Background: an optimization exercise with open tools, aiming at small area, a short achievable clock period and few clock cycles per item. Do not read the settings as production practice.
The RTL was checked by simulation tests, not by an equivalence proof against the original design.
Power and IR drop assume default switching activity.

File: flow/config.mk
export PLATFORM = sky130hd
export DESIGN_NAME = mc10_fsk_runs
export DESIGN_NICKNAME = mc10_fsk_runs
export VERILOG_FILES = /design/flow/design.v
export SDC_FILE = /design/flow/constraint.sdc
export NUM_CORES = 4
export LEC_CHECK = 0
export ABC_AREA = 1
export CAP_MARGIN = 60
export CORE_MARGIN = 2
export CORE_UTILIZATION = 50
export SETUP_SLACK_MARGIN = 5
export SLEW_MARGIN = 60
File: flow/constraint.sdc
create_clock -name core_clock -period 12.0 [get_ports {clk}]
set_input_delay 2.4000 -clock core_clock [delete_from_list [all_inputs] [get_ports {clk}]]
set_output_delay 2.4000 -clock core_clock [all_outputs]
set_load 0.01 [all_outputs]
File: flow/design.v
module mc10_fsk_runs (
    input  wire        clk,
    input  wire        rst,
    input  wire        in_valid,
    input  wire [15:0] in_sample,
    input  wire        in_last,
    output wire        in_ready,
    output reg         run_valid,
    output wire [19:0] run_len,
    output reg         done_valid,
    output reg         done_trunc,
    output wire [19:0] done_trunc_idx,
    output wire [19:0] done_count,
    output wire        done_nosig
);
    localparam integer FD  = 55;      
    localparam integer FAW = 6;
    localparam [4:0] S_SCAN  = 5'd0,
                     S_HIGH  = 5'd1,
                     S_LOW   = 5'd2,
                     S_TSTART= 5'd3,
                     S_ROT   = 5'd4,
                     S_BC1   = 5'd5,
                     S_TRUNC = 5'd6,
                     S_DONE  = 5'd7,
                     S_D0    = 5'd8,
                     S_D1    = 5'd9,
                     S_D2    = 5'd10,
                     S_D3    = 5'd11,
                     S_D4    = 5'd12,
                     S_D5    = 5'd13,
                     S_SCEND = 5'd14,
                     S_BC2   = 5'd15,
                     S_BC1B  = 5'd16;
    reg rst_r;
    always @(posedge clk) rst_r <= rst;
    wire rst_o = rst | rst_r;
    reg [15:0]    fmem [0:FD-1];
    reg [FAW-1:0] lpos0, lpos1;       
    reg           lpv0, lpv1;
    reg [FAW-1:0] fhead, ftail, raddr;
    reg [FAW:0]   fcnt;
    reg           in_ready_r;
    assign in_ready = in_ready_r;
    wire        acc = in_valid & in_ready_r;
    reg         iv_r;
    reg  [15:0] is_r;
    reg         il_r;
    wire        push = iv_r;
    always @(posedge clk) begin
        is_r <= in_sample;
        il_r <= in_last;
        if (push)
            fmem[ftail] <= is_r;
    end
    wire [15:0] rd_s = fmem[raddr];
    wire        rd_l = (lpv0 & (lpos0 == raddr)) | (lpv1 & (lpos1 == raddr));
    wire [16:0] rd = {rd_l, rd_s};
    reg [4:0]  state;
    reg        ret_low;           
    reg        hv;                
    reg [15:0] hs;
    reg        hl;
    reg [3:0]  lv;                
    reg [15:0] ls0, ls1, ls2, ls3;    
    reg [19:0] lx0, lx1, lx2, lx3;    
    reg        ll0, ll1, ll2, ll3;    
    reg [60*16-1:0] tv;           
    reg [5:0]  rofs;              
    reg        rot_st;            
    reg signed [22:0] A;
    reg signed [22:0] B;
    reg signed [21:0] R;
    reg signed [21:0] Rn;         
    reg        bvalid;
    reg        exact;
    reg [19:0] idx;
    reg [19:0] run;
    reg        run_nz;
    reg [19:0] count;
    reg [5:0]  skip;              
    reg [5:0]  age;               
    reg [5:0]  since;             
    reg [5:0]  nvt;               
    reg        nvt59;             
    reg        nvt60;             
    reg [5:0]  scnt;
    reg [5:0]  wn;
    reg [5:0]  rem;
    reg signed [15:0] fmax, fmin, gmax, gmin;
    reg [16:0] span_r;            
    reg [19:0] span10_r;          
    reg        bdly;              
    reg        nosig_r;
    reg        scv;               
    reg [15:0] scs;
    reg        scl;
    reg        scan_on;           
    assign run_len        = run;
    assign done_trunc_idx = run;
    assign done_count     = count;
    assign done_nosig     = nosig_r;
    wire [15:0] t59   = tv[59*16 +: 16];
    wire [15:0] old_s = t59;
    reg         rn_ok;            
    reg         adv_ok;           
    reg  [3:0] fa;                
    reg  [3:0] fr;                
    reg        la, la_v;          
    reg        lb, lb_v;          
    wire signed [22:0] m0 = {lx0[19], lx0, 2'b00};
    wire signed [22:0] m1 = {lx1[19], lx1, 2'b00};
    wire signed [22:0] m2 = {lx2[19], lx2, 2'b00};
    wire signed [22:0] m3 = {lx3[19], lx3, 2'b00};
    wire signed [22:0] Rx = {R[21], R};
    wire ex1 = ~ll0;
    wire ex2 = ex1 & ~ll1;
    wire ex3 = ex2 & ~ll2;
    wire anyA = fa[0] | (ex1 & fa[1]) | (ex2 & fa[2]) | (ex3 & fa[3]);
    wire anyR = fr[0] | (ex1 & fr[1]) | (ex2 & fr[2]) | (ex3 & fr[3]);
    reg  have_la;                 
    wire bsure = (la_v & la) | (exact & lb_v & lb);
    wire nbel  = bvalid & lb_v & ~lb;
    wire amb   = bvalid & lb_v & la_v & ~exact & ~la & lb;
    wire since_full = (since == 6'd60);
    wire anyN  = since_full ? anyR : anyA;
    reg [4:0] nstate;
    reg adv_h, adv_l, adv_f, tnew, rot_inc, report, fin_norm, anchor_ev;
    reg [15:0] sc_s;
    reg        sc_l;
    reg        sc_av;
    always @(*) begin
        case (scnt[1:0])
            2'd0: begin sc_s = ls0; sc_l = ll0; end
            2'd1: begin sc_s = ls1; sc_l = ll1; end
            2'd2: begin sc_s = ls2; sc_l = ll2; end
            default: begin sc_s = ls3; sc_l = ll3; end
        endcase
        sc_av = lv[scnt[1:0]];
        if (scnt == 6'd4) begin
            sc_s  = hs;
            sc_l  = hl;
            sc_av = lv[3] & hv;
        end else if (scnt > 6'd4) begin
            sc_s  = rd[15:0];
            sc_l  = rd[16];
            sc_av = lv[3] & hv & ({1'b0, fcnt} > {1'b0, scnt} - 7'd5);
        end
    end
    wire sc_issue = (state == S_SCAN) & scan_on & sc_av;
    wire [6:0] rofs_age = {1'b0, rofs} + {1'b0, age};
    wire       rot_go   = (rofs == 6'd0) | rot_st;
    wire       rot_in   = rofs_age <= 7'd59;
    wire       rot_last = rofs_age == 7'd59;
    always @(*) begin
        nstate    = state;
        adv_h     = 1'b0;
        adv_l     = 1'b0;
        adv_f     = 1'b0;
        tnew      = 1'b0;
        rot_inc   = 1'b0;
        report    = 1'b0;
        fin_norm  = 1'b0;
        anchor_ev = 1'b0;
        case (state)
            S_HIGH: begin
                if (have_la) begin
                    if (anyA) begin
                        if (adv_ok) begin
                            adv_h = 1'b1;
                            if (ll0) nstate = S_TRUNC;
                        end
                    end else begin
                        report = run_nz;
                        if ((ll0 && run_nz) || !adv_ok) begin
                            nstate = S_LOW;
                        end else if (bsure) begin
                            adv_l = 1'b1;
                            if (ll0) begin fin_norm = 1'b1; nstate = S_DONE; end
                            else nstate = S_LOW;
                        end else if (nbel) begin
                            if (!run_nz) begin
                                adv_f = 1'b1;
                                if (ll0) begin fin_norm = 1'b1; nstate = S_DONE; end
                                else nstate = S_TSTART;
                            end else begin
                                nstate = S_TSTART;
                            end
                        end else begin
                            nstate = S_LOW;
                        end
                    end
                end
            end
            S_LOW: begin
                if (lv[0]) begin
                    if (bsure) begin
                        if (adv_ok) begin
                            adv_l = 1'b1;
                            if (ll0) begin fin_norm = 1'b1; nstate = S_DONE; end
                        end
                    end else if (nbel) begin
                        if (skip == 6'd0 && !run_nz) begin
                            if (adv_ok) begin
                                adv_f = 1'b1;
                                if (ll0) begin fin_norm = 1'b1; nstate = S_DONE; end
                                else nstate = S_TSTART;
                            end
                        end else if (skip == 6'd61) begin
                            anchor_ev = 1'b1;
                            nstate = S_SCAN;
                        end else begin
                            tnew = 1'b1;
                            nstate = S_HIGH;
                            if (have_la && anyN && adv_ok) begin
                                adv_h = 1'b1;
                                if (ll0) nstate = S_TRUNC;
                            end
                        end
                    end else if (amb) begin
                        if (age == 6'd60) begin
                            nstate = S_BC1;
                        end else begin
                            rot_inc = rot_go & rot_in;
                            nstate = (rot_inc & rot_last) ? S_BC1 : S_ROT;
                        end
                    end
                end
            end
            S_TSTART: begin
                tnew = 1'b1;
                nstate = S_HIGH;
                if (have_la && anyN && adv_ok) begin
                    adv_h = 1'b1;
                    if (ll0) nstate = S_TRUNC;
                end
            end
            S_ROT: begin
                rot_inc = rot_go & rot_in;
                if (rot_inc & rot_last) nstate = S_BC1;
            end
            S_BC1:   nstate = S_BC1B;
            S_BC1B:  nstate = S_BC2;
            S_BC2:   nstate = ret_low ? S_LOW : S_HIGH;
            S_TRUNC: nstate = S_DONE;
            S_DONE:  nstate = S_SCAN;
            S_SCAN: begin
                if (sc_issue && (sc_l || scnt == 6'd59))
                    nstate = S_SCEND;
            end
            S_SCEND: nstate = (wn == 6'd60) ? S_BC1 : S_D0;
            S_D0: nstate = S_D1;
            S_D1: if (scnt == 6'd22) nstate = S_D2;
            S_D2: nstate = S_D3;
            S_D3: if (scnt == 6'd22) nstate = S_D4;
            S_D4: if (scnt == 6'd59) nstate = S_D5;
            S_D5: nstate = S_BC1;
            default: nstate = S_DONE;
        endcase
    end
    wire adv = adv_h | adv_l | adv_f;
    wire        f_reset = tnew | anchor_ev | (state == S_DONE);
    wire signed [15:0] fmax_b = f_reset ? 16'sh8000 : fmax;
    wire signed [15:0] fmin_b = f_reset ? 16'sh7fff : fmin;
    wire        scan_acc = scv;           
    wire signed [15:0] f_in   = scan_acc ? scs : t59;
    wire        f_inc  = scan_acc | rot_inc | (adv & (tnew | (age != 6'd60)));
    wire signed [15:0] s0 = ls0;
    wire [16:0] fspan = {fmax[15], fmax} - {fmin[15], fmin};
    wire [16:0] gspan = {gmax[15], gmax} - {gmin[15], gmin};
    reg        bcin_r;            
    wire signed [22:0] b_new  = A + {3'b000, span10_r} + {22'd0, bcin_r};
    wire [6:0] rem_sh = {rem, A[22]};
    wire       dge    = rem_sh >= {1'b0, wn};
    wire [6:0] rem_d  = dge ? (rem_sh - {1'b0, wn}) : rem_sh;
    wire [11:0] rem60 = {rem, 6'd0} - {4'd0, rem, 2'd0};
    wire [15:0] t_in = adv ? ls0 : t59;
    wire [3:0] lv_s = adv ? {1'b0, lv[3:1]} : lv;
    wire [3:0] fill;
    assign fill[0] = hv & ~lv[0];
    assign fill[1] = hv & ~lv[1] & lv[0];
    assign fill[2] = hv & ~lv[2] & lv[1];
    assign fill[3] = hv & ~lv[3] & lv[2];
    wire [3:0] fsel;
    assign fsel[0] = hv & ~lv_s[0];
    assign fsel[1] = hv & ~lv_s[1] & lv_s[0];
    assign fsel[2] = hv & ~lv_s[2] & lv_s[1];
    assign fsel[3] = hv & ~lv_s[3] & lv_s[2];
    wire       take_h = |fsel;
    wire       fne    = (fcnt != 0);
    wire       hload  = fne & (~hv | take_h);
    wire [19:0] hx    = {hs, 4'd0} - {{4{hs[15]}}, hs};
    wire signed [15:0] hsv = hs;
    wire signed [22:0] mh  = {hx[19], hx, 2'b00};
    wire [15:0] t58   = tv[58*16 +: 16];
    wire        nvt_a = nvt59;
    wire        nvt_h = nvt60;
    wire signed [15:0] src_a = lv[1] ? ls1 : hs;
    wire signed [15:0] src_h = lv[0] ? ls0 : hs;
    wire signed [16:0] t58e  = {t58[15], t58};
    wire signed [21:0] t58x  = nvt_a ? {{6{t58[15]}}, t58} : 22'sd0;
    wire signed [21:0] t58y  = nvt_h ? {{6{t58[15]}}, t58} : 22'sd0;
    wire signed [15:0] ls1v  = ls1;
    wire signed [15:0] ls0v  = ls0;
    wire signed [21:0] rn_a  = Rn + {{6{ls1v[15]}}, ls1v} - t58x;
    wire signed [21:0] rn_h  = R  + {{6{ls0v[15]}}, ls0v} - t58y;
    wire signed [22:0] Rnx   = {Rn[21], Rn};
    wire gtA0 = A < m0;
    wire gtA1 = A < m1;
    wire gtA2 = A < m2;
    wire gtA3 = A < m3;
    wire ltA0 = m0 < A;
    wire ltA1 = m1 < A;
    wire signed [24:0] h64 = {{3{hsv[15]}}, hsv, 6'd0};
    wire signed [24:0] h4  = {{7{hsv[15]}}, hsv, 2'd0};
    wire signed [24:0] qha = {{2{A[22]}}, A} - h64 + h4;
    wire signed [24:0] qhr = {{3{R[21]}}, R} - h64 + h4;
    wire gtHA = qha[24];
    wire gtHR = qhr[24];
    wire ltB0 = m0 < B;
    wire ltB1 = m1 < B;
    wire gtRn0 = Rnx < m1;
    wire gtRn1 = Rnx < m2;
    wire gtRn2 = Rnx < m3;
    wire signed [24:0] q3 = {{3{Rn[21]}}, Rn} - h64 + h4;
    wire gtRn3 = q3[24];
    wire a_to_r = tnew & since_full;
    wire b_ld   = !bvalid && !bdly && (state == S_HIGH || state == S_LOW || state == S_TSTART);
    wire b_chg  = (state == S_D2) | (state == S_BC2) | b_ld;
    wire [3:0] srcH = adv ? {1'b1, ~lv[3:1]} : ~lv;
    wire [3:0] gtA_sh = {1'b0, gtA3, gtA2, gtA1};
    wire [3:0] gtA_ho = {gtA3, gtA2, gtA1, gtA0};
    wire [3:0] fr_sh  = {1'b0, fr[3:1]};
    wire [3:0] gtRn   = {1'b0, gtRn2, gtRn1, gtRn0};
    wire [3:0] srcH_a = {1'b1, ~lv[3:1]};      
    wire [3:0] srcH_h = ~lv;                   
    wire [3:0] faR_a  = (srcH_a & {4{gtHR}}) | (~srcH_a & fr_sh);
    wire [3:0] faR_h  = (srcH_h & {4{gtHR}}) | (~srcH_h & fr);
    wire [3:0] faA_a  = (srcH_a & {4{gtHA}}) | (~srcH_a & gtA_sh);
    wire [3:0] faA_h  = (srcH_h & {4{gtHA}}) | (~srcH_h & gtA_ho);
    wire [3:0] fa_nx  = adv ? (a_to_r ? faR_a : faA_a) : (a_to_r ? faR_h : faA_h);
    wire [3:0] fr_a   = (srcH_a & {4{gtRn3}}) | (~srcH_a & gtRn);
    wire [3:0] fr_h   = (srcH_h & {4{gtHR}})  | (~srcH_h & fr);
    wire [3:0] fr_nx  = adv ? fr_a : fr_h;
    wire       la_nx  = adv ? ltA1 : ltA0;
    wire       la_vnx = ~a_to_r & (adv ? lv[1] : lv[0]);
    wire       lb_nx  = adv ? ltB1 : ltB0;
    wire       lb_vnx = ~b_chg & (adv ? lv[1] : lv[0]);
    wire [3:0] lv_nx = lv_s | fsel;
    wire       nl0_a = lv[1] ? ll1 : hl;
    wire       nl1_a = lv[2] ? ll2 : hl;
    wire       nl2_a = lv[3] ? ll3 : hl;
    wire       nl0_h = lv[0] ? ll0 : hl;
    wire       nl1_h = lv[1] ? ll1 : hl;
    wire       nl2_h = lv[2] ? ll2 : hl;
    wire       nl0   = adv ? nl0_a : nl0_h;
    wire       nl1   = adv ? nl1_a : nl1_h;
    wire       nl2   = adv ? nl2_a : nl2_h;
    wire       hla_nx = lv_nx[0] & (nl0 | (lv_nx[1] & (nl1 | (lv_nx[2] & (nl2 | lv_nx[3])))));
    wire [FAW:0]   fcnt_p  = fcnt + {{FAW{1'b0}}, push};
    wire [FAW:0]   fcnt_pm = fcnt_p - 1'b1;
    wire           fcnt_ok0 = fcnt_p < FD;         
    wire           fcnt_ok1 = fcnt_p < FD - 1;     
    wire [1:0]     nlast0  = {1'b0, lpv0} + {1'b0, lpv1} + {1'b0, push & il_r};
    wire           nl_two  = (nlast0 >= 2'd2) | ((nlast0 != 2'd0) & acc & in_last);
    wire [FAW-1:0] fhead_inc = (fhead == FD-1) ? {FAW{1'b0}} : fhead + 1'b1;
    wire [FAW-1:0] ftail_inc = (ftail == FD-1) ? {FAW{1'b0}} : ftail + 1'b1;
    wire [FAW-1:0] raddr_inc = (raddr == FD-1) ? {FAW{1'b0}} : raddr + 1'b1;
    always @(posedge clk) begin
        if (rst_o) begin
            in_ready_r <= 1'b0;
            iv_r       <= 1'b0;
            run_valid  <= 1'b0;
            done_valid <= 1'b0;
            done_trunc <= 1'b0;
            nosig_r    <= 1'b0;
        end else begin
            iv_r       <= acc;
            in_ready_r <= (acc ? fcnt_ok1 : fcnt_ok0) & !nl_two;
            run_valid  <= report;
            done_valid <= fin_norm | (state == S_TRUNC);
            done_trunc <= (state == S_TRUNC);
            if (fin_norm | (state == S_TRUNC))
                nosig_r <= fin_norm & (count == 20'd0);
        end
        if (rst_r) begin
            state      <= S_DONE;
            fhead      <= {FAW{1'b0}};
            ftail      <= {FAW{1'b0}};
            raddr      <= {FAW{1'b0}};
            fcnt       <= {(FAW+1){1'b0}};
            lpv0       <= 1'b0;
            lpv1       <= 1'b0;
            rofs       <= 6'd0;
            rot_st     <= 1'b0;
            lv         <= 4'd0;
            hv         <= 1'b0;
            bvalid     <= 1'b0;
            exact      <= 1'b0;
            bdly       <= 1'b0;
            ret_low    <= 1'b0;
            scv        <= 1'b0;
            scan_on    <= 1'b0;
        end else begin
            state <= nstate;
            if (adv) rofs <= 6'd0;
            else     rofs <= (rofs == 6'd59) ? 6'd0 : rofs + 6'd1;
            if (rot_inc & rot_last) rot_st <= 1'b0;
            else if (rot_inc)       rot_st <= 1'b1;
            if (push) ftail <= ftail_inc;
            if (hload) fhead <= fhead_inc;
            fcnt <= hload ? fcnt_pm : fcnt_p;
            if (push && il_r && !lpv0) begin
                lpv0  <= 1'b1;
                lpos0 <= ftail;
            end else if (hload && lpv0 && lpos0 == raddr)
                lpv0  <= 1'b0;
            if (push && il_r && lpv0) begin
                lpv1  <= 1'b1;
                lpos1 <= ftail;
            end else if (hload && lpv1 && lpos1 == raddr)
                lpv1  <= 1'b0;
            if (sc_issue && scnt > 6'd4)
                raddr <= raddr_inc;
            else if (!(state == S_SCAN && scnt > 6'd4))
                raddr <= hload ? fhead_inc : fhead;
            hv <= hload | (hv & ~take_h);
            lv <= lv_s | fsel;
            scv <= sc_issue;
            if (state == S_DONE || anchor_ev)
                scan_on <= 1'b1;
            else if (sc_issue && (sc_l || scnt == 6'd59))
                scan_on <= 1'b0;
            if (tnew & since_full) begin
                bvalid <= 1'b0;
                exact  <= 1'b0;
                bdly   <= 1'b1;
            end else if (state == S_BC2) begin
                bvalid <= 1'b1;
                exact  <= 1'b1;
            end else if (bdly) begin
                bdly   <= 1'b0;
            end else if (!bvalid) begin
                bvalid <= 1'b1;
            end
            if (state == S_LOW && (nstate == S_ROT || nstate == S_BC1))
                ret_low <= 1'b1;
            else if (state == S_SCEND)
                ret_low <= 1'b0;
        end
        if (hload) begin hs <= rd[15:0]; hl <= rd[16]; end
        if (adv | fill[0]) begin
            if (lv[1]) begin ls0 <= ls1; lx0 <= lx1; ll0 <= ll1; end
            else       begin ls0 <= hs;  lx0 <= hx;  ll0 <= hl;  end
        end
        if (adv | fill[1]) begin
            if (lv[2]) begin ls1 <= ls2; lx1 <= lx2; ll1 <= ll2; end
            else       begin ls1 <= hs;  lx1 <= hx;  ll1 <= hl;  end
        end
        if (adv | fill[2]) begin
            if (lv[3]) begin ls2 <= ls3; lx2 <= lx3; ll2 <= ll3; end
            else       begin ls2 <= hs;  lx2 <= hx;  ll2 <= hl;  end
        end
        if (adv | fill[3]) begin ls3 <= hs; lx3 <= hx; ll3 <= hl; end
        have_la <= hla_nx;
        fa   <= fa_nx;
        fr   <= fr_nx;
        la   <= la_nx;
        la_v <= la_vnx;
        lb   <= lb_nx;
        lb_v <= lb_vnx;
        tv <= {tv[58*16+15:0], t_in};
        if (sc_issue) begin scs <= sc_s; scl <= sc_l; end
        if (rst_r || state == S_DONE)
            R <= 22'sd0;
        else if (adv)
            R <= Rn;
        if (rst_r || state == S_DONE) begin
            Rn    <= {{6{ls0v[15]}}, ls0v};
            rn_ok <= lv[0] & !rst_r;
        end else begin
            Rn    <= adv ? rn_a : rn_h;
            rn_ok <= adv ? lv[1] : lv[0];
        end
        if (rst_r)
            adv_ok <= 1'b0;
        else if (state == S_DONE)
            adv_ok <= lv[0];
        else
            adv_ok <= (adv | (rofs == 6'd59) | anchor_ev | ((since == 6'd0) & !adv)) &
                      (adv ? lv[1] : lv[0]);
        if (rst_r || state == S_DONE) begin
            nvt   <= 6'd0;
            nvt59 <= 1'b0;
            nvt60 <= 1'b0;
        end else if (adv && !nvt60) begin
            nvt   <= nvt + 6'd1;
            nvt59 <= (nvt >= 6'd58);
            nvt60 <= (nvt == 6'd59);
        end
        if (rst_r || state == S_DONE || anchor_ev) since <= 6'd0;
        else if (adv && !since_full) since <= since + 6'd1;
        if (rst_r || state == S_DONE) idx <= 20'd0;
        else if (adv) idx <= idx + 20'd1;
        if (rst_r || state == S_DONE) count <= 20'd0;
        else if (report) count <= count + 20'd1;
        if (rst_r || state == S_DONE || anchor_ev) begin
            gmax <= 16'sh8000;
            gmin <= 16'sh7fff;
        end else if (adv) begin
            if (s0 > gmax) gmax <= s0;
            if (s0 < gmin) gmin <= s0;
        end
        span_r   <= (state == S_BC1) ? fspan : gspan;
        span10_r <= {span_r, 3'b000} + {2'b00, span_r, 1'b0};
        bcin_r   <= (state == S_BC1B) & (rem != 6'd0);
        if (f_reset) begin
            fmax <= f_inc ? f_in : 16'sh8000;
            fmin <= f_inc ? f_in : 16'sh7fff;
        end else if (f_inc) begin
            if (f_in > fmax) fmax <= f_in;
            if (f_in < fmin) fmin <= f_in;
        end
        if (state == S_TRUNC) begin
            run <= idx - run;
        end else if (tnew || anchor_ev || state == S_DONE) begin
            run    <= adv_h ? 20'd1 : 20'd0;
            run_nz <= adv_h;
        end else if (adv_h) begin
            run    <= run + 20'd1;
            run_nz <= 1'b1;
        end
        if (tnew || anchor_ev || state == S_DONE)
            skip <= 6'd0;
        else if (adv_l && skip != 6'd61)
            skip <= skip + 6'd1;
        if (tnew)
            age <= adv ? 6'd1 : 6'd0;
        else if (adv && age != 6'd60)
            age <= age + 6'd1;
        if (state == S_DONE || anchor_ev ||
            state == S_D0 || state == S_D2 || (state == S_D3 && nstate == S_D4))
            scnt <= 6'd0;
        else if (sc_issue ||
                 state == S_D1 || state == S_D3 || state == S_D4)
            scnt <= scnt + 6'd1;
        if (sc_issue)
            wn <= scnt + 6'd1;
        case (state)
            S_SCAN, S_SCEND: if (scv) A <= A + {{7{scs[15]}}, scs};
            S_D0:    A <= A + {2'b00, wn, 15'd0};
            S_D1:    A <= {A[21:0], dge};
            S_D2:    A <= {11'd0, rem60};
            S_D3:    A <= {A[21:0], dge};
            S_D4:    A <= A + B;
            S_D5:    A <= A - 23'sd1966080;
            S_DONE:  A <= 23'sd0;
            default: if (tnew && since_full) A <= Rx;
                     else if (anchor_ev) A <= 23'sd0;
        endcase
        if (state == S_D2)
            B <= A;
        else if (state == S_BC2 || b_ld)
            B <= b_new;
        if (state == S_DONE || anchor_ev || state == S_D0 || state == S_D2)
            rem <= 6'd0;
        else if (state == S_D1 || state == S_D3)
            rem <= rem_d[5:0];
    end
endmodule
File: flow/run.sh
#!/bin/bash
# synth_recipe.tcl (not shown) runs the flow's synth.tcl, then flattens the netlist and writes it again
# the make line also repeats each setting of config.mk as NAME=value (left out here)
make -C /OpenROAD-flow-scripts/flow DESIGN_CONFIG=/design/flow/config.mk WORK_HOME=/design/flow/orfs CLKGATE_MAP_FILE= SYNTH_SCRIPT=/design/flow/synth_recipe.tcl finish
==> run notes, run 1 <==
fraction of layout cells with a size suffix above 1 0.0863; multiplexer area fraction after synthesis 0.000303; drt first-iter violations 6577; vias in the first global route 67200; largest net degree at the start of global routing 149; CP Launch Type register; cells along the critical path clkdlybuf4s50_1; initial antenna violation count 15; CTS Sinks 2419; total number of vias 70200; Min-Delay Path Class reg2reg; Tmin final 4.45 ns; CP max stage cell clkdlybuf4s50_1; commonest non-fill, non-tap cell in the layout dfxtp_1; Slew @ Worst Pin 0.680 ns; Distinct cells, synth 74; Post-Synthesis Cells 9404; Die Span X 450 um; IO Count 85; Final setup viols 0; I/O Buffers 84; Fin Setup TNS 0 ns; synthesized area 99300 um^2; pwr dens 257 nW/um^2; fmax 225 MHz; core box area 197000 um^2; CTS tree yes; # resized after CTS 0; Critical Path Max Stage Delay 0.61 ns; Mapped Avg Cell Area 10.6 um^2; Final ANT Viol Nets 0; max-capacitance violation count 0; Synth Area in XOR/XNOR 0.0136; Cells after DPL 12000; drt total wl 300 mm; Async SR Flop Fraction 0; Primary FF master, synth dfxtp_1; global-route wire length before repair 440 mm; Tot GR Track Use 0.292; register area share after synthesis 0.607; outcome complete, no violations; Compound-Gate Fraction of Synth Area 0.126; detailed-route DRC error count 0; Non-Filler Instances 12500; most frequent cells in the layout 1205 x dfxtp_1, 1180 x edfxtp_1, 1102 x nand2_1; Max Root-Sink Buffers 3; worst slack, placed 7.90 ns; cts hold-fix bufs 0; Lkg Pwr 0.0455 uW; EDFF count, synth 1180; total gr overflow 0; CP Data Arrival Time 2.05 ns; CTS Buf Count 238; Vias/cell 5.62; area delta synth->final 14.1%; nets 10300; worst clock skew 0.0944 ns; Final Max Tran Viols 0; Slew headroom 0.542; Row Count 163; final worst setup slack 7.55 ns; Worst-path clk slew 0.06 ns; CP delay by family, top buffers and inverters; H-tree depth 4; crit path buf inv count 1; RSZ-0062 raised after global routing no; detailed placement HPWL 215 mm; Synth warnings 1; crit path kind reg2out; Root Driver clkbuf_16; routability cong. 0.989; post-synth top area share 0.357; largest family of logic cells by synthesized area compound AO/OA/AOI/OAI gates; DRT Pass-1 Iters 8; Worst R2R Setup Slack 7.63 ns; top post-synthesis cells by area edfxtp_1 36%, dfxtp_1 25%, ha_1 7.4%, o21ai_0 5.3%, nand2_1 4.2%; Yosys reg bits 2419; wire per inst 24.0 um; final worst-path cycle share 0.371; CP Max Fanout 7; Final Hold Fails 0; Clk Latency, worst-skew pair 0.91 ns; Synthesized Nets 10100; Setup crit end kind output port; die area 202000 um^2; dominant cell type by area after synthesis edfxtp_1; Synth Area in Simple Gates 0.108; Adder-Cell Fraction of Synth Area 0.0938; Critical Path RT 9.60 ns; # Post-CTS Setup Buffers 0; Starting Density 0.503; Die Y 450 um; Peak supply drop 0.000189 V
-- stage by stage --
stage / utilization / area, um^2 / hold slack [ns] / total power (uW)
after floorplan: - / 99300 / 0.310 / 17200
after global placement: 0.523 / 103000 / 0.310 / 20900
after detailed placement: 0.530 / 105000 / 0.312 / 21300
after CTS: 0.573 / 113000 / 0.287 / 29100
after global routing: 0.574 / 113000 / 0.284 / 30900
final: 0.574 / 113000 / 0.292 / 29100
-- cell families after synthesis --
| group | Yosys count |
|---|---|
| compound gates | 2243 |
| xor+xnor | 154 |
| fa+ha+maj | 685 |
| buf+inv | 1321 |
| flops | 2419 |
| mux | 3 |
| simple gates | 2579 |
-- flip-flops by register name, summed over array words and instances (netlist names), 17 cells and up, named ones only --
name and cells:
R 22, run 20, idx 20, lx3 20, A 23, lx2 20, B 23, span_r 17
lx0 20, Rn 22, span10_r 19, lx1 20, tv 960, count 20, fmem 880
-- Yosys cell counts, drive strengths merged (43+ instances only) --
| cell | instances |
|---|---|
| nand2 | 1128 |
| ha | 587 |
| o221ai | 64 |
| fa | 98 |
| nor2 | 948 |
| o21ai | 1065 |
| clkbuf | 265 |
| a21oi | 606 |
| or2 | 43 |
| edfxtp | 1180 |
| nand4 | 84 |
| nor3 | 99 |
| buf | 70 |
| nand3 | 233 |
| o211ai | 67 |
| dfxtp | 1239 |
| xnor2 | 56 |
| inv | 976 |
| xor2 | 98 |
| o22ai | 249 |
-- layer usage --
layer  vias to the layer above  global-route usage  part of all wire  wire length, um
met4                         8               0.170             0.066            19800
met3                       710              0.0476             0.067            20000
met2                      2625               0.471              0.46           139000
met1                     33900               0.373              0.40           121000
met5                         -                   0           0.00016               48
li1                      33000                   -                 -                -
-- worst paths after layout --
check	startpoint	end	depth (start not counted)
max reg2reg	hs[4]	fa[1]	16
min reg2reg	tv[643]	tv[659]	0
max	run[16]	run_len[16]	1
min	tv[643]	tv[659]	0
-- final cells by class --
type,instances,area [um^2]
sequential,2419,60300
fill,16600,83900
multi-input combinational,5664,34500
tap,2640,3300
clock buffer,333,6850
clock inverter,120,1590
antenna,27,67.6
inverter,986,3740
timing repair buffer,292,2940
-- report_power, final --
group | internal, uW | switching (uW)
Sequential | 9600 | 702
Clock | 4520 | 3270
Combinational | 3640 | 7410
Testbench counts, summed over its fixed seeds: cycles 239,378, samples 234,355.
==> run 2, diff against run 1 <==
--- a/flow/config.mk
+++ b/flow/config.mk
@@ -11,2 +11,4 @@
 export CORE_UTILIZATION = 50
+export CTS_CLUSTER_DIAMETER = 100
+export CTS_CLUSTER_SIZE = 22
 export SETUP_SLACK_MARGIN = 5
==> run notes, run 2 <==
most frequent cells in the layout 1205 x dfxtp_1, 1180 x edfxtp_1, 1102 x nand2_1 (unchanged); detailed-route DRC error count 0 (unchanged); Distinct cells, synth 74 (unchanged); worst clock skew 0.0681 ns (was 0.0944 ns); cells along the critical path clkdlybuf4s50_1 (unchanged); drt total wl 296 mm (was 300 mm); Synth warnings 1 (unchanged); most frequent cells after synthesis 1239 x dfxtp_1, 1180 x edfxtp_1, 1108 x nand2_1 (unchanged); Die Span X 450 um (unchanged); share of total power in the clock network 0.189 (was 0.267); CTS Sinks 2419 (unchanged); pwr dens 241 nW/um^2 (was 257 nW/um^2); # Post-CTS Setup Buffers 0 (unchanged); worst slack, placed 7.90 ns (unchanged); CTS Buf Count 133 (was 238); Row Count 163 (unchanged); total number of vias 69100 (was 70200); top routing layer used met5 (unchanged); CP delay by family, top buffers and inverters (unchanged); met2 WL post-DR 137 mm (was 139 mm); wire per inst 24.2 um (was 24.0 um); total gr overflow 0 (unchanged); Worst-path clk slew 0.09 ns (was 0.06 ns); final worst-path cycle share 0.368 (was 0.371); max-capacitance violation count 0 (unchanged); biggest regs tv: 960 flops, fmem: 880 flops (unchanged); Slew @ Worst Pin 0.679 ns (was 0.680 ns); Peak supply drop 0.000150 V (was 0.000189 V); crit path kind reg2out (unchanged); Critical Path RT 9.60 ns (about the same); CP max stage cell clkdlybuf4s50_1 (unchanged); synthesized area 99300 um^2 (unchanged); I/O Buffers 84 (unchanged); outcome complete, no violations (unchanged); drt first-iter violations 6488 (was 6577); Final setup viols 0 (unchanged); detailed placement HPWL 215 mm (unchanged); Yosys reg bits 2419 (unchanged); Synthesized Nets 10100 (unchanged); Tmin final 4.41 ns (was 4.45 ns); vias in the first global route 65900 (was 67200); commonest non-fill, non-tap cell in the layout dfxtp_1 (unchanged); Clk Latency, worst-skew pair 0.88 ns (was 0.91 ns); Lkg Pwr 0.0433 uW (was 0.0455 uW); IO Count 85 (unchanged); die area 202000 um^2 (unchanged); CP Max Fanout 7 (unchanged); core box area 197000 um^2 (unchanged); met3 wire len 20.2 mm (was 20.0 mm); global-route wire length before repair 435 mm (was 440 mm); routability cong. 0.989 (unchanged); largest net degree at the start of global routing 149 (unchanged); # resized after CTS 0 (unchanged); CP Data Arrival Time 2.01 ns (was 2.05 ns); RSZ-0062 raised after global routing no (unchanged); initial antenna violation count 12 (was 15); CP Launch Type register (unchanged); Fillers 17000 (was 16600); Reg with most FFs tv (unchanged); Root Driver clkbuf_16 (unchanged); top post-synthesis cells by area edfxtp_1 36%, dfxtp_1 25%, ha_1 7.4%, o21ai_0 5.3%, nand2_1 4.2% (unchanged); most frequent cell after synthesis dfxtp_1 (unchanged); crit path buf inv count 1 (unchanged); Final ANT Viol Nets 0 (unchanged); Max Root-Sink Buffers 3 (unchanged); Sw Share 0.414 (was 0.391); fraction of layout cells with a size suffix above 1 0.0645 (was 0.0863); Async SR Flop Fraction 0 (unchanged); CTS tree yes (unchanged); Post-Synthesis Cells 9404 (unchanged); Setup crit end kind output port (unchanged); Primary FF master, synth dfxtp_1 (unchanged); EDFF count, synth 1180 (unchanged); Reg power frac 0.391 (was 0.353); Fin Hold WS 0.304 ns (was 0.292 ns); area delta synth->final 9.81% (was 14.1%); Die Y 450 um (unchanged); cts hold-fix bufs 0 (unchanged); fmax 227 MHz (was 225 MHz); dominant cell type by area after synthesis edfxtp_1 (unchanged); H-tree depth 4 (unchanged); combinational power share 0.420 (was 0.379); Final Hold Fails 0 (unchanged); Fin Setup TNS 0 ns (unchanged); Slew headroom 0.547 (was 0.542); Mapped Avg Cell Area 10.6 um^2 (unchanged); Final Max Tran Viols 0 (unchanged); Pint 15400 uW (was 17800 uW); Psw 10900 uW (was 11400 uW); Tot GR Track Use 0.289 (was 0.292); Vias/cell 5.65 (was 5.62); Min-Delay Path Class reg2reg (unchanged); Starting Density 0.503 (unchanged); nets 10200 (was 10300); Critical Path Max Stage Delay 0.61 ns (about the same); max reg flops 960 (unchanged); register area share after synthesis 0.607 (unchanged); post-synth top area share 0.357 (unchanged); Metal-1 WL 119 mm (was 121 mm); DRT Pass-1 Iters 6 (was 8); final worst setup slack 7.59 ns (was 7.55 ns)
[run 2: changes by cell type in the layout (fill, tap and decap cells not counted), sizes merged]
cell and delta:
clkbuf -143, bufinv -22, clkinvlp -4, diode -5, buf -2, inv -9
clkinv -56
[run 2: per-stage QoR]
stage	power [uW]	instances	area, um^2	utilization
floorplan	17200	9404	99300	-
global placement	20900	11900	103000	0.523
detailed placement	21300	12000	105000	0.530
CTS	26200	12200	109000	0.551
global route	28000	12200	109000	0.552
finish	26300	12200	109000	0.553
[run 2: metal layers]
metal / vias to the layer above / global-route usage
met5: - / 0
met4: 8 / 0.170
met3: 631 / 0.0466
met2: 2555 / 0.467
met1: 33300 / 0.369
li1: 32600 / -
[run 2: final cells by class]
class,instances,area (um^2),area share
Antenna cell,22,55.1,0.000505
Clock buffer,188,3590,0.0329
Clock inverter,29,602,0.00552
Inverter,986,3740,0.0343
Multi-Input combinational cell,5664,34500,0.316
Sequential cell,2419,60300,0.553
Tap cell,2640,3300,0.0303
Timing Repair Buffer,292,2910,0.0267
[run 2: power by group through the flow]
stage	Clock (uW)	Sequential, uW	Combinational [uW]
final	4960	10300	11000
after global routing	5370	10300	12300
after CTS	5080	10300	10800
after global placement	0	10600	10300
after detailed placement	0	10500	10800
after floorplan	0	10200	7060
[run 2: worst register-to-register path, delay by kind of cell (launching register included)]
kind | cells | cell delay [ns]
adder cells (fa/ha/maj) | 2 | 1.02
AO/OA/AOI/OAI | 3 | 0.86
AND/OR/NAND/NOR | 8 | 0.84
buffers and inverters | 3 | 0.79
flip-flops | 1 | 0.70
[run 2: worst paths after layout]
| path | startpoint | endpoint | slack (ns) | depth (start not counted) |
|---|---|---|---|---|
| min reg2reg | tv[690] | tv[706] | 0.30 | 0 |
| max reg2reg | hs[4] | fa[1] | 7.71 | 16 |
| max | run[16] | run_len[16] | 7.59 | 1 |
| min | tv[690] | tv[706] | 0.30 | 0 |
[run 2: logic make-up after synthesis]
logic type / share of synthesized area
flip-flops: 0.607
adder cells (fa/ha/maj): 0.0938
multiplexers: 0.000303
XOR/XNOR: 0.0136
AO/OA/AOI/OAI: 0.126
buffers and inverters: 0.0513
AND/OR/NAND/NOR: 0.108
==> run 3, diff against run 2 <==
--- a/flow/design.v
+++ b/flow/design.v
@@ -307,4 +307,4 @@
     wire signed [22:0] Rnx   = {Rn[21], Rn};
-    wire gtA0 = A < m0;
-    wire gtA1 = A < m1;
+    wire gtA0 = ~ltA0 & (m0 != A);
+    wire gtA1 = ~ltA1 & (m1 != A);
     wire gtA2 = A < m2;
==> run notes, run 3 <==
RSZ-0062 raised after global routing no (unchanged); routability cong. 0.984 (was 0.989); initial antenna violation count 15 (was 12); worst r2r path cells 25 (was 16); Mapped Avg Cell Area 10.6 um^2 (about the same); CP Max Fanout 6 (was 7); Reg with most FFs tv (unchanged); # resized after CTS 0 (unchanged); CTS Buf Count 133 (unchanged); Starting Density 0.502 (was 0.503); post-synth top area share 0.358 (was 0.357); worst clock skew 0.0610 ns (was 0.0681 ns); Async SR Flop Fraction 0 (unchanged); Slew @ Worst Pin 0.655 ns (was 0.679 ns); CP Data Arrival Time 1.97 ns (was 2.01 ns); crit path kind reg2out (unchanged); dominant cell type by area after synthesis edfxtp_1 (unchanged); final worst setup slack 7.63 ns (was 7.59 ns); fmax 229 MHz (was 227 MHz); final worst-path cycle share 0.365 (was 0.368); IO Count 85 (unchanged); CTS tree yes (unchanged); die area 201000 um^2 (was 202000 um^2); global-route wire length before repair 434 mm (was 435 mm); Primary FF master, synth dfxtp_1 (unchanged); CP max stage cell clkdlybuf4s50_1 (unchanged); top post-synthesis cells by area edfxtp_1 36%, dfxtp_1 25%, ha_1 7.4%, o21ai_0 5.5%, nand2_1 4.0% (was edfxtp_1 36%, dfxtp_1 25%, ha_1 7.4%, o21ai_0 5.3%, nand2_1 4.2%); Tmin final 4.37 ns (was 4.41 ns); crit path buf inv count 1 (unchanged); detailed-route DRC error count 0 (unchanged); Die Y 449 um (was 450 um); Row Count 163 (unchanged); Die Span X 449 um (was 450 um); critical path depth in cells 1 (unchanged); largest net degree at the start of global routing 103 (was 149); Final Hold Fails 0 (unchanged); vias in the first global route 65200 (was 65900); Worst-path clk slew 0.10 ns (was 0.09 ns); synthesized area 98900 um^2 (was 99300 um^2); Synthesized Nets 10000 (was 10100); Distinct cells, synth 70 (was 74); Post-Synthesis Cells 9300 (was 9404); H-tree depth 4 (unchanged); Critical Path RT 9.60 ns (about the same); total gr overflow 0 (unchanged); Yosys reg bits 2419 (unchanged); CTS Sinks 2419 (unchanged); area delta synth->final 9.92% (was 9.81%); EDFF count, synth 1180 (unchanged); most frequent cell after synthesis dfxtp_1 (unchanged); Final setup viols 0 (unchanged); Setup crit end kind output port (unchanged); I/O Buffers 84 (unchanged); # Post-CTS Setup Buffers 0 (unchanged); worst slack, placed 7.62 ns (was 7.90 ns); cells along the critical path clkdlybuf4s50_1 (unchanged); depth of the worst hold-timing path 0 (unchanged); Vias/cell 5.69 (was 5.65); Root Driver clkbuf_16 (unchanged); Min-Delay Path Class reg2reg (unchanged); total number of vias 69200 (was 69100); Lkg Pwr 0.0430 uW (was 0.0433 uW); commonest non-fill, non-tap cell in the layout dfxtp_1 (unchanged); max reg flops 960 (unchanged); Synth warnings 1 (unchanged); Final Max Tran Viols 0 (unchanged); core box area 197000 um^2 (about the same); biggest regs tv: 960 flops, fmem: 880 flops (unchanged); CP delay by family, top buffers and inverters (unchanged); Tot GR Track Use 0.290 (was 0.289); detailed placement HPWL 212 mm (was 215 mm); fraction of layout cells with a size suffix above 1 0.0643 (was 0.0645); outcome complete, no violations (unchanged); CP Launch Type register (unchanged); Max Root-Sink Buffers 3 (unchanged); Peak supply drop 0.000174 V (was 0.000150 V); register area share after synthesis 0.609 (was 0.607); pwr dens 244 nW/um^2 (was 241 nW/um^2); wire per inst 24.5 um (was 24.2 um); nets 10100 (was 10200); most frequent cells in the layout 1214 x dfxtp_1, 1180 x edfxtp_1, 1055 x o21ai_0 (was 1205 x dfxtp_1, 1180 x edfxtp_1, 1102 x nand2_1); Fillers 17200 (was 17000); Final ANT Viol Nets 0 (unchanged); max-capacitance violation count 0 (unchanged); Clk Latency, worst-skew pair 0.88 ns (about the same); cts hold-fix bufs 0 (unchanged); Fin Setup TNS 0 ns (unchanged); Critical Path Max Stage Delay 0.60 ns (was 0.61 ns); most frequent cells after synthesis 1239 x dfxtp_1, 1180 x edfxtp_1, 1085 x o21ai_0 (was 1239 x dfxtp_1, 1180 x edfxtp_1, 1108 x nand2_1); DRT Pass-1 Iters 8 (was 6); drt first-iter violations 7247 (was 6488); Slew headroom 0.563 (was 0.547); drt total wl 297 mm (was 296 mm)
run 3: per-layer routing:
| metal | wire [um] | share of wire | GRT usage |
|---|---|---|---|
| met4 | 16100 | 0.054 | 0.143 |
| met2 | 135000 | 0.45 | 0.457 |
| met5 | 76 | 0.00026 | 0 |
| met3 | 21800 | 0.073 | 0.0414 |
| met1 | 124000 | 0.42 | 0.394 |
run 3: path summary, 6_finish.rpt:
check,slack [ns],start,to
worst max-delay path,7.63,run[1],done_trunc_idx[1]
worst min-delay path,0.30,tv[870],tv[886]
worst max register to register,7.63,skip[0],fcnt[6]
worst min register to register,0.30,tv[870],tv[886]
run 3: stage by stage:
| step | utilization | instances | total power [uW] | hold slack (ns) | area [um^2] |
|---|---|---|---|---|---|
| global placement | 0.522 | 11800 | 21100 | 0.309 | 103000 |
| floorplan | - | 9300 | 17200 | 0.310 | 98900 |
| global route | 0.552 | 12200 | 28100 | 0.327 | 109000 |
| detailed placement | 0.529 | 11900 | 21400 | 0.312 | 104000 |
| CTS | 0.550 | 12100 | 26400 | 0.311 | 108000 |
| finish | 0.552 | 12200 | 26500 | 0.304 | 109000 |
run 3: report_power, final:
group          switching [uW]  leakage (uW)  internal, uW
registers                 666        0.0208          9570
clock network            2770       0.00197          2210
logic                    7640        0.0202          3620
total                   11100        0.0430         15400
run 3: kinds of logic after synthesis:
| family | count (synthesis) | synth area share |
|---|---|---|
| and+or+nand+nor | 2460 | 0.104 |
| DFF | 2419 | 0.609 |
| AOI/OAI and AO/OA | 2284 | 0.128 |
| buffers and inverters | 1300 | 0.0505 |
| adders and majority gates | 685 | 0.0941 |
| xor gates and xnor gates | 150 | 0.0133 |
| muxes | 2 | 0.000202 |
run 3: final cells by class:
cell class | count | area, um^2 | share of cell area
Sequential cell | 2419 | 60300 | 0.555
Tap cell | 2640 | 3300 | 0.0304
Inverter | 970 | 3680 | 0.0338
Clock inverter | 28 | 495 | 0.00456
Multi-Input combinational cell | 5581 | 34200 | 0.315
Timing Repair Buffer | 291 | 2970 | 0.0273
Antenna cell | 31 | 77.6 | 0.000714
Clock buffer | 205 | 3640 | 0.0335
Testbench counts of run 3, summed over its fixed seeds: cycles 239,378, samples 234,355.
==> run 4, diff against run 3 <==
--- a/flow/config.mk
+++ b/flow/config.mk
@@ -10,3 +10,3 @@
 export CORE_MARGIN = 2
-export CORE_UTILIZATION = 50
+export CORE_UTILIZATION = 60
 export CTS_CLUSTER_DIAMETER = 100
==> run notes, run 4 <==
CTS Buf Count 121 (was 133); Fin Setup TNS 0 ns (unchanged); Peak supply drop 0.000170 V (was 0.000174 V); Root Driver clkbuf_16 (unchanged); Compound-Gate Fraction of Synth Area 0.128 (unchanged); Reg with most FFs tv (unchanged); cells along the critical path clkdlybuf4s50_1 (unchanged); final instance area 107000 um^2 (was 109000 um^2); Slew headroom 0.578 (was 0.563); CP max stage cell clkdlybuf4s50_1 (unchanged); most frequent cells after synthesis 1239 x dfxtp_1, 1180 x edfxtp_1, 1085 x o21ai_0 (unchanged); Post-Synthesis Cells 9300 (unchanged); Die Span X 410 um (was 449 um); biggest regs tv: 960 flops, fmem: 880 flops (unchanged); Clk Latency, worst-skew pair 0.82 ns (was 0.88 ns); EDFF count, synth 1180 (unchanged); Final Max Tran Viols 0 (unchanged); outcome complete, no violations (unchanged); drt total wl 277 mm (was 297 mm); Tot GR Track Use 0.325 (was 0.290); Worst R2R Setup Slack 7.95 ns (was 7.63 ns); RR Endpoint fa[0] (was fcnt[6]); max-capacitance violation count 0 (unchanged); RSZ-0062 raised after global routing no (unchanged); most frequent cells in the layout 1211 x dfxtp_1, 1180 x edfxtp_1, 1058 x o21ai_0 (was 1214 x dfxtp_1, 1180 x edfxtp_1, 1055 x o21ai_0); DRT Pass-1 Iters 6 (was 8); Worst-path clk slew 0.09 ns (was 0.10 ns); Reg power frac 0.410 (was 0.387); Pint 15000 uW (was 15400 uW); Primary FF master, synth dfxtp_1 (unchanged); CP delay by family, top buffers and inverters (unchanged); commonest non-fill, non-tap cell in the layout dfxtp_1 (unchanged); drt first-iter violations 7618 (was 7247); synthesized area 98900 um^2 (unchanged); register area 60300 um^2 (about the same); Adder-Cell Fraction of Synth Area 0.0941 (unchanged); share of total power in the clock network 0.179 (was 0.188); worst clock skew 0.0668 ns (was 0.0610 ns); startpoint of the worst hold path tv[902] (was tv[870]); Max Root-Sink Buffers 3 (unchanged); max reg flops 960 (unchanged); vias in the first global route 65900 (was 65200); CTS tree yes (unchanged); Sw Share 0.405 (was 0.418); # resized after CTS 0 (unchanged); Cells after DPL 11400 (was 11900); Lkg Pwr 0.0425 uW (was 0.0430 uW); Fillers 12800 (was 17200); I/O Buffers 84 (unchanged); largest family of logic cells by synthesized area compound AO/OA/AOI/OAI gates (unchanged); core box area 163000 um^2 (was 197000 um^2); Psw 10200 uW (was 11100 uW); H-tree depth 3 (was 4); fraction of layout cells with a size suffix above 1 0.0578 (was 0.0643); worst r2r path cells 18 (was 25); total gr overflow 0 (unchanged); pwr dens 236 nW/um^2 (was 244 nW/um^2); area of the multi-input gates 34200 um^2 (about the same); Mapped Avg Cell Area 10.6 um^2 (unchanged); total number of vias 69200 (about the same); cts hold-fix bufs 0 (unchanged); Yosys reg bits 2419 (unchanged); Final Hold Fails 0 (unchanged); Die Y 410 um (was 449 um); Vias/cell 5.95 (was 5.69); wire per inst 23.8 um (was 24.5 um); Synth Area in XOR/XNOR 0.0133 (unchanged); Starting Density 0.606 (was 0.502); top post-synthesis cells by area edfxtp_1 36%, dfxtp_1 25%, ha_1 7.4%, o21ai_0 5.5%, nand2_1 4.0% (unchanged); depth of the worst hold-timing path 0 (unchanged); CTS Sinks 2419 (unchanged); Critical Path RT 9.60 ns (about the same); post-synth top area share 0.358 (unchanged); Synth Area in Simple Gates 0.104 (unchanged); detailed-route DRC error count 0 (unchanged); final worst-path cycle share 0.360 (was 0.365); nets 10000 (was 10100); Worst Hold Path EP tv[918] (was tv[886]); DP Area 103000 um^2 (was 104000 um^2); Synthesized Nets 10000 (unchanged); CP Launch Type register (unchanged); dominant cell type by area after synthesis edfxtp_1 (unchanged); Min-Delay Path Class reg2reg (unchanged); routability cong. 0.993 (was 0.984); CP Data Arrival Time 1.92 ns (was 1.97 ns); Synth warnings 1 (unchanged); global-route wire length before repair 411 mm (was 434 mm); largest net degree at the start of global routing 173 (was 103); die area 168000 um^2 (was 201000 um^2); Critical Path Max Stage Delay 0.60 ns (about the same); Distinct cells, synth 70 (unchanged); multiplexer area fraction after synthesis 0.000202 (unchanged); # Post-CTS Setup Buffers 0 (unchanged); IO Count 85 (unchanged); initial antenna violation count 14 (was 15); Final setup viols 0 (unchanged); FF-to-FF Start hs[7] (was skip[0]); detailed placement HPWL 197 mm (was 212 mm); register area share after synthesis 0.609 (unchanged); Non-Filler Instances 11600 (was 12200); crit path kind reg2out (unchanged); most frequent cell after synthesis dfxtp_1 (unchanged); fmax 232 MHz (was 229 MHz); Setup crit end kind output port (unchanged); Row Count 148 (was 163); Final ANT Viol Nets 0 (unchanged); Tmin final 4.32 ns (was 4.37 ns); CP Max Fanout 7 (was 6); Async SR Flop Fraction 0 (unchanged); crit path buf inv count 1 (unchanged); Slew @ Worst Pin 0.632 ns (was 0.655 ns); combinational power share 0.411 (was 0.425); area delta synth->final 8.42% (was 9.92%)
==> run 4: cell counts after synthesis <==
Identical to the previous run, type by type.
==> run 4: final cells by class <==
class | instances | area share
well taps | 2175 | 0.0254
diodes | 34 | 0.000794
inverters | 970 | 0.0344
flip-flops and latches | 2419 | 0.562
clock inverters | 11 | 0.00169
clock buffers | 202 | 0.0316
multi-input cells | 5581 | 0.319
repair buffers | 246 | 0.0243
==> run 4: layer usage <==
metal,part of all wire,routed length (um),up-vias,GRT usage
li1,-,-,32300,-
met5,0.00023,63,-,0
met1,0.40,112000,33300,0.433
met4,0.066,18200,10,0.187
met3,0.078,21500,643,0.0485
met2,0.45,125000,2990,0.512
==> run 4: how the worst max path moves through the flow <==
stage | start | to | slack (ns) | cells after the start
finish | run[18] | run_len[18] | 7.68 | 1
floorplan | lv[1] | ll2 | 7.97 | 4
CTS | run[18] | run_len[18] | 7.62 | 1
global route | run[1] | run_len[1] | 7.62 | 1
detailed placement | hs[15] | fa[1] | 8.05 | 18
global placement | register | scs[11] | 7.76 | 10
==> run 4: power by group through the flow <==
stage | logic (uW) | registers (uW) | clock network, uW
final | 10400 | 10400 | 4520
after global routing | 11600 | 10400 | 4870
after CTS | 10100 | 10400 | 4600
after detailed placement | 10100 | 10600 | 0
after global placement | 9630 | 10600 | 0
after floorplan | 7010 | 10200 | 0
==> run 4: cells by family (layout without fill, tap and decap cells) <==
family,after synthesis,after routing
mux,2,2
fa+ha+maj,685,685
simple gates,2460,2460
compound gates,2284,2284
xor+xnor,150,150
other cells,0,34
flops,2419,2419
buf+inv,1300,1429
==> run 4: metrics by stage <==
stage / power (uW) / hold slack, ns / setup slack [ns] / util
floorplan: 17200 / 0.310 / 7.97 / -
global route: 26900 / 0.304 / 7.62 / 0.657
global placement: 20200 / 0.310 / 7.76 / 0.626
CTS: 25100 / 0.310 / 7.62 / 0.655
detailed placement: 20600 / 0.312 / 8.05 / 0.633
finish: 25300 / 0.316 / 7.68 / 0.657
==> run 5, diff against run 4 <==
--- a/flow/config.mk
+++ b/flow/config.mk
@@ -10,3 +10,3 @@
 export CORE_MARGIN = 2
-export CORE_UTILIZATION = 60
+export CORE_UTILIZATION = 65
 export CTS_CLUSTER_DIAMETER = 100
==> run notes, run 5 <==
outcome complete, no violations (unchanged); Lkg Pwr 0.0427 uW (was 0.0425 uW); Primary FF master, synth dfxtp_1 (unchanged); Post-Synthesis Cells 9300 (unchanged); die area 155000 um^2 (was 168000 um^2); Tmin final 4.32 ns (about the same); CTS Buf Count 130 (was 121); EDFF count, synth 1180 (unchanged); Final ANT Viol Nets 0 (unchanged); pwr dens 239 nW/um^2 (was 236 nW/um^2); crit path kind reg2out (unchanged); Async SR Flop Fraction 0 (unchanged); most frequent cell after synthesis dfxtp_1 (unchanged); nets 10100 (was 10000); top post-synthesis cells by area edfxtp_1 36%, dfxtp_1 25%, ha_1 7.4%, o21ai_0 5.5%, nand2_1 4.0% (unchanged); register area 60300 um^2 (about the same); Fillers 10900 (was 12800); Slew @ Worst Pin 0.725 ns (was 0.632 ns); register area share after synthesis 0.609 (unchanged); max reg flops 960 (unchanged); CTS tree yes (unchanged); biggest regs tv: 960 flops, fmem: 880 flops (unchanged); worst slack, placed 7.75 ns (was 8.05 ns); Worst R2R Setup Slack 7.81 ns (was 7.95 ns); CTS Sinks 2419 (unchanged); Root Driver clkbuf_16 (unchanged); H-tree depth 4 (was 3); # Post-CTS Setup Buffers 0 (unchanged); DRT Pass-1 Iters 10 (was 6); Worst-path clk slew 0.09 ns (about the same); detailed-route DRC error count 0 (unchanged); most frequent cells after synthesis 1239 x dfxtp_1, 1180 x edfxtp_1, 1085 x o21ai_0 (unchanged); crit path buf inv count 1 (unchanged); routability cong. 0.988 (was 0.993); Row Count 143 (was 148); Fin Setup TNS 0 ns (unchanged); Tot GR Track Use 0.347 (was 0.325); Critical Path Max Stage Delay 0.59 ns (was 0.60 ns); worst r2r path cells 20 (was 18); # resized after CTS 0 (unchanged); cts hold-fix bufs 0 (unchanged); I/O Buffers 84 (unchanged); worst clock skew 0.0624 ns (was 0.0668 ns); Peak supply drop 0.000172 V (was 0.000170 V); Top Usage Layer GRT met2 (unchanged); FF-to-FF Start hs[15] (was hs[7]); Reg with most FFs tv (unchanged); final worst setup slack 7.68 ns (about the same); Clk Latency, worst-skew pair 0.82 ns (about the same); final worst-path cycle share 0.360 (about the same); critical path depth in cells 1 (unchanged); CP max stage cell clkdlybuf4s50_1 (unchanged); met1 usage 0.458 (was 0.433); Setup crit end kind output port (unchanged); largest net degree at the start of global routing 110 (was 173); CP delay by family, top buffers and inverters (unchanged); RR Endpoint fa[0] (unchanged); final instance area 107000 um^2 (about the same); fmax 232 MHz (about the same); total number of vias 70000 (was 69200); DP Area 103000 um^2 (about the same); Distinct cells, synth 70 (unchanged); Max Root-Sink Buffers 3 (unchanged); initial antenna violation count 10 (was 14); Vias/cell 6.11 (was 5.95); Synthesized Nets 10000 (unchanged); dominant cell type by area after synthesis edfxtp_1 (unchanged); wire per inst 23.8 um (about the same); cells along the critical path clkdlybuf4s50_1 (unchanged); CP Launch Type register (unchanged); Final setup viols 0 (unchanged); Starting Density 0.652 (was 0.606); drt first-iter violations 8403 (was 7618); Final Max Tran Viols 0 (unchanged); commonest non-fill, non-tap cell in the layout dfxtp_1 (unchanged); met2 usage 0.558 (was 0.512); area delta synth->final 8.71% (was 8.42%); Synth warnings 1 (unchanged); critical path endpoint done_trunc_idx[1] (was run_len[18]); synthesized area 98900 um^2 (unchanged); IO Count 85 (unchanged); Die Span X 394 um (was 410 um); detailed placement HPWL 190 mm (was 197 mm); post-synth top area share 0.358 (unchanged); Yosys reg bits 2419 (unchanged); max-capacitance violation count 0 (unchanged); Critical Path RT 9.60 ns (about the same); vias in the first global route 67400 (was 65900); total gr overflow 0 (unchanged); fraction of layout cells with a size suffix above 1 0.0581 (was 0.0578); most frequent cells in the layout 1209 x dfxtp_1, 1180 x edfxtp_1, 1071 x o21ai_0 (was 1211 x dfxtp_1, 1180 x edfxtp_1, 1058 x o21ai_0); CP Max Fanout 6 (was 7); core box area 152000 um^2 (was 163000 um^2); Die Y 394 um (was 410 um); Min-Delay Path Class reg2reg (unchanged); CP Launch Point run[1] (was run[18]); RSZ-0062 raised after global routing no (unchanged); met3 Use GR 0.0511 (was 0.0485); area of the multi-input gates 34200 um^2 (about the same); startpoint of the worst hold path tv[649] (was tv[902]); global-route wire length before repair 409 mm (was 411 mm); drt total wl 273 mm (was 277 mm); Slew headroom 0.512 (was 0.578); Final Hold Fails 0 (unchanged); CP Data Arrival Time 1.92 ns (about the same); Mapped Avg Cell Area 10.6 um^2 (unchanged)
## run 5: cell counts after synthesis
No cell type changed its count.
## run 5: cells by family after synthesis
family                   Yosys count  synth area share
buffers and inverters           1300            0.0505
multiplexers                       2          0.000202
AO/OA/AOI/OAI                   2284             0.128
XOR/XNOR                         150            0.0133
flip-flops                      2419             0.609
AND/OR/NAND/NOR                 2460             0.104
adder cells (fa/ha/maj)          685            0.0941
## run 5: per-layer routing
layer  vias to the layer above  part of all wire  wire length (um)
li1                      32200                 -                 -
met2                      3576              0.46            127000
met4                         2             0.061             16700
met5                         -          0.000048                13
met3                       753             0.087             23900
met1                     33400              0.39            106000
## run 5: final cells by class
cell class	instances	share of cell area
diodes	11	0.000256
clock buffers	178	0.0321
clock inverters	24	0.00482
inverters	970	0.0342
multi-input cells	5581	0.318
flip-flops and latches	2419	0.561
well taps	2030	0.0236
repair buffers	253	0.0259
## run 5: worst min-delay path by stage
stage | endpoint | slack (ns) | cells after the start
floorplan | tv[100] | 0.31 | 0
global placement | tv[473] | 0.31 | 0
detailed placement | tv[316] | 0.31 | 0
CTS | tv[665] | 0.30 | 0
global route | tv[933] | 0.32 | 0
finish | tv[665] | 0.30 | 0
## run 5: metrics by stage
step / hold slack (ns) / utilization / cells / total power, uW
2_1_floorplan: 0.310 / - / 9300 / 17200
3_3_place_gp: 0.310 / 0.672 / 11200 / 20200
3_5_place_dp: 0.312 / 0.681 / 11200 / 20600
4_1_cts: 0.303 / 0.707 / 11400 / 25400
5_1_grt: 0.320 / 0.709 / 11500 / 27200
6_report: 0.303 / 0.709 / 11500 / 25700
## run 5: power breakdown
group / switching (uW) / internal [uW]
clock: 2740 / 2100
combinational: 6910 / 3550
sequential: 784 / 9570
==> run 6, diff against run 5 <==
--- a/flow/design.v
+++ b/flow/design.v
@@ -98,4 +98,5 @@
     reg        scan_on;           
-    assign run_len        = run;
-    assign done_trunc_idx = run;
+    reg [19:0] outr;
+    assign run_len        = outr;
+    assign done_trunc_idx = outr;
     assign done_count     = count;
@@ -523,5 +524,7 @@
         end
-        if (state == S_TRUNC) begin
-            run <= idx - run;
-        end else if (tnew || anchor_ev || state == S_DONE) begin
+        if (report)
+            outr <= run;
+        else if (state == S_TRUNC)
+            outr <= idx - run;
+        if (tnew || anchor_ev || state == S_DONE) begin
             run    <= adv_h ? 20'd1 : 20'd0;
--- a/flow/config.mk
+++ b/flow/config.mk
@@ -10,3 +10,3 @@
 export CORE_MARGIN = 2
-export CORE_UTILIZATION = 65
+export CORE_UTILIZATION = 50
 export CTS_CLUSTER_DIAMETER = 100
==> run notes, run 6 <==
top post-synthesis cells by area edfxtp_1 36%, dfxtp_1 25%, ha_1 7.3%, o21ai_0 5.3%, nand2_1 4.6% (was edfxtp_1 36%, dfxtp_1 25%, ha_1 7.4%, o21ai_0 5.5%, nand2_1 4.0%); Die Y 453 um (was 394 um); wire per inst 22.6 um (was 23.8 um); fraction of layout cells with a size suffix above 1 0.0581 (about the same); Reg power frac 0.399 (was 0.404); CP delay by family, top buffers and inverters (unchanged); global-route wire length before repair 419 mm (was 409 mm); vias in the first global route 66500 (was 67400); Starting Density 0.503 (was 0.652); Synthesized Nets 10300 (was 10000); core box area 200000 um^2 (was 152000 um^2); routability cong. 0.960 (was 0.988); fmax 226 MHz (was 232 MHz); FF-to-FF Start hs[6] (was hs[15]); most frequent cell after synthesis dfxtp_1 (unchanged); combinational power share 0.411 (was 0.408); Max Root-Sink Buffers 3 (unchanged); IO Count 85 (unchanged); share of total power in the clock network 0.191 (was 0.189); Distinct cells, synth 71 (was 70); commonest non-fill, non-tap cell in the layout nand2_1 (was dfxtp_1); crit path buf inv count 1 (unchanged); Critical Path RT 9.60 ns (about the same); post-synth top area share 0.358 (about the same); pwr dens 238 nW/um^2 (was 239 nW/um^2); CTS Buf Count 134 (was 130); Tmin final 4.42 ns (was 4.32 ns); Fillers 17400 (was 10900); nets 10400 (was 10100); cells along the critical path clkdlybuf4s50_1 (unchanged); area delta synth->final 9.13% (was 8.71%); total number of vias 69600 (was 70000); total gr overflow 0 (unchanged); detailed placement HPWL 198 mm (was 190 mm); Lkg Pwr 0.0437 uW (was 0.0427 uW); detailed-route DRC error count 0 (unchanged); Total Power 26100 uW (was 25700 uW); Non-Filler Instances 12400 (was 11500); Sw Share 0.409 (was 0.407); Cells after DPL 12200 (was 11200); Synth Area in Simple Gates 0.115 (was 0.104); outcome complete, no violations (unchanged); CP Launch Point outr[6] (was run[1]); multiplexer area fraction after synthesis 0.000199 (was 0.000202); most frequent cells after synthesis 1239 x dfxtp_1, 1237 x nand2_1, 1200 x edfxtp_1 (was 1239 x dfxtp_1, 1180 x edfxtp_1, 1085 x o21ai_0); RSZ-0062 raised after global routing no (unchanged); crit path kind reg2out (unchanged); Fin Setup TNS 0 ns (unchanged); CTS tree yes (unchanged); CP Data Arrival Time 2.02 ns (was 1.92 ns); Psw 10700 uW (was 10400 uW); EDFF count, synth 1200 (was 1180); Async SR Flop Fraction 0 (unchanged); initial antenna violation count 19 (was 10); Clk Latency, worst-skew pair 0.85 ns (was 0.82 ns); Final Hold Fails 0 (unchanged); largest net degree at the start of global routing 118 (was 110); Slew @ Worst Pin 0.646 ns (was 0.725 ns); Synth Area in XOR/XNOR 0.0145 (was 0.0133); Final Max Tran Viols 0 (unchanged); drt total wl 279 mm (was 273 mm); final worst setup slack 7.58 ns (was 7.68 ns); # Post-CTS Setup Buffers 0 (unchanged); max-capacitance violation count 0 (unchanged); Slew headroom 0.568 (was 0.512); register area share after synthesis 0.605 (was 0.609); I/O Buffers 84 (unchanged); biggest regs tv: 960 flops, fmem: 880 flops (unchanged); H-tree depth 4 (unchanged); Compound-Gate Fraction of Synth Area 0.122 (was 0.128); Post-Synthesis Cells 9585 (was 9300); final worst-path cycle share 0.369 (was 0.360); Vias/cell 5.61 (was 6.11); CP Max Fanout 2 (was 6); Tot GR Track Use 0.270 (was 0.347); most frequent cells in the layout 1231 x nand2_1, 1216 x dfxtp_1, 1200 x edfxtp_1 (was 1209 x dfxtp_1, 1180 x edfxtp_1, 1071 x o21ai_0); CTS Sinks 2439 (was 2419); Row Count 164 (was 143); Peak supply drop 0.000191 V (was 0.000172 V); # resized after CTS 0 (unchanged); Final setup viols 0 (unchanged); die area 205000 um^2 (was 155000 um^2); startpoint of the worst hold path tv[888] (was tv[649]); Root Driver clkbuf_16 (unchanged); Critical Path Max Stage Delay 0.61 ns (was 0.59 ns); Setup crit end kind output port (unchanged); largest family of logic cells by synthesized area compound AO/OA/AOI/OAI gates (unchanged); Min-Delay Path Class reg2reg (unchanged); DRT Pass-1 Iters 8 (was 10); CP Launch Type register (unchanged); Die Span X 453 um (was 394 um); Pint 15400 uW (was 15200 uW); Yosys reg bits 2439 (was 2419); worst slack, placed 8.01 ns (was 7.75 ns); Final ANT Viol Nets 0 (unchanged); Worst-path clk slew 0.09 ns (about the same); cts hold-fix bufs 0 (unchanged); Adder-Cell Fraction of Synth Area 0.0925 (was 0.0941); CP max stage cell clkdlybuf4s50_1 (unchanged); dominant cell type by area after synthesis edfxtp_1 (unchanged); worst clock skew 0.0372 ns (was 0.0624 ns); max reg flops 960 (unchanged); Mapped Avg Cell Area 10.5 um^2 (was 10.6 um^2); Primary FF master, synth dfxtp_1 (unchanged); Synth warnings 1 (unchanged); synthesized area 101000 um^2 (was 98900 um^2); drt first-iter violations 6926 (was 8403); Reg with most FFs tv (unchanged)
-- run 6: changes by cell type after synthesis, sizes merged, moves of 16 or more --
| cell | previous run | this run |
|---|---|---|
| edfxtp | 1180 | 1200 |
| nor3 | 82 | 106 |
| o211ai | 66 | 94 |
| nor2 | 905 | 923 |
| buf | 55 | 79 |
| nand3 | 223 | 276 |
| clkbuf | 275 | 258 |
| nand2 | 1062 | 1244 |
| o21ai | 1091 | 1075 |
| a31oi | 43 | 27 |
| a21oi | 626 | 583 |
| inv | 962 | 992 |
-- run 6: routing by layer --
layer	vias up	track usage	wire, um
met5	-	0	45
met4	6	0.102	11300
met3	482	0.0417	19000
met2	2402	0.432	129000
met1	33600	0.372	120000
li1	33000	-	-
-- run 6: area by class of cell --
class	instances	area [um^2]	share of cell area
diodes	14	35.0	0.000319
clock buffers	179	3530	0.0321
clock inverters	30	544	0.00496
inverters	998	3780	0.0345
multi-input cells	5811	35000	0.319
flip-flops and latches	2439	60900	0.555
well taps	2656	3320	0.0303
repair buffers	265	2700	0.0246
-- run 6: power by group through the flow --
stage                     clock network [uW]  registers (uW)  logic [uW]
after floorplan                            0           10300        7160
after global placement                     0           10700        9960
after detailed placement                   0           10600       10400
after CTS                               5100           10400       10500
after global routing                    5400           10500       12000
final                                   4970           10400       10700
-- run 6: path summary, 6_finish.rpt --
kind	to	slack [ns]	cells past startpoint
min reg2reg	tv[904]	0.31	0
max reg2reg	fa[2]	7.85	18
min	tv[904]	0.31	0
max	done_trunc_idx[6]	7.58	1
-- run 6: stage by stage --
stage | utilization | instance area [um^2] | hold slack [ns]
2_1_floorplan | - | 101000 | 0.310
5_1_grt | 0.549 | 110000 | 0.330
3_3_place_gp | 0.522 | 104000 | 0.310
6_report | 0.549 | 110000 | 0.311
3_5_place_dp | 0.528 | 105000 | 0.312
4_1_cts | 0.548 | 110000 | 0.321
-- run 6: worst register-to-register path, cell delays in order, from the launching register on --
cell and delay, ns:
edfxtp_1 0.72, clkinv_1 0.67, fa_1 0.71, inv_1 0.04, ha_1 0.29, a21oi_1 0.08
o21ai_0 0.23, nand2_1 0.09, o311ai_0 0.12, nand2_1 0.15, nand3_1 0.11, nand2_1 0.05
nand2_1 0.17, inv_1 0.14, o21ai_0 0.22, nand2_1 0.07, nand2_1 0.08, nand2_1 0.06
nand2_1 0.07
-- run 6: logic make-up after synthesis --
logic type | count (synthesis)
simple gates | 2749
xor+xnor | 166
flops | 2439
compound gates | 2209
mux | 2
fa+ha+maj | 685
buf+inv | 1335
Testbench counts of run 6, summed over its fixed seeds: cycles 239,378, samples 234,355.

Setup slack of run 6, layout unchanged: 7.576 ns with ideal ports, 7.489 ns with driving cells assumed (clock clkbuf_16, inputs buf_2), 7.848 ns with port delays also shifted by the 0.911 ns mid clock arrival.
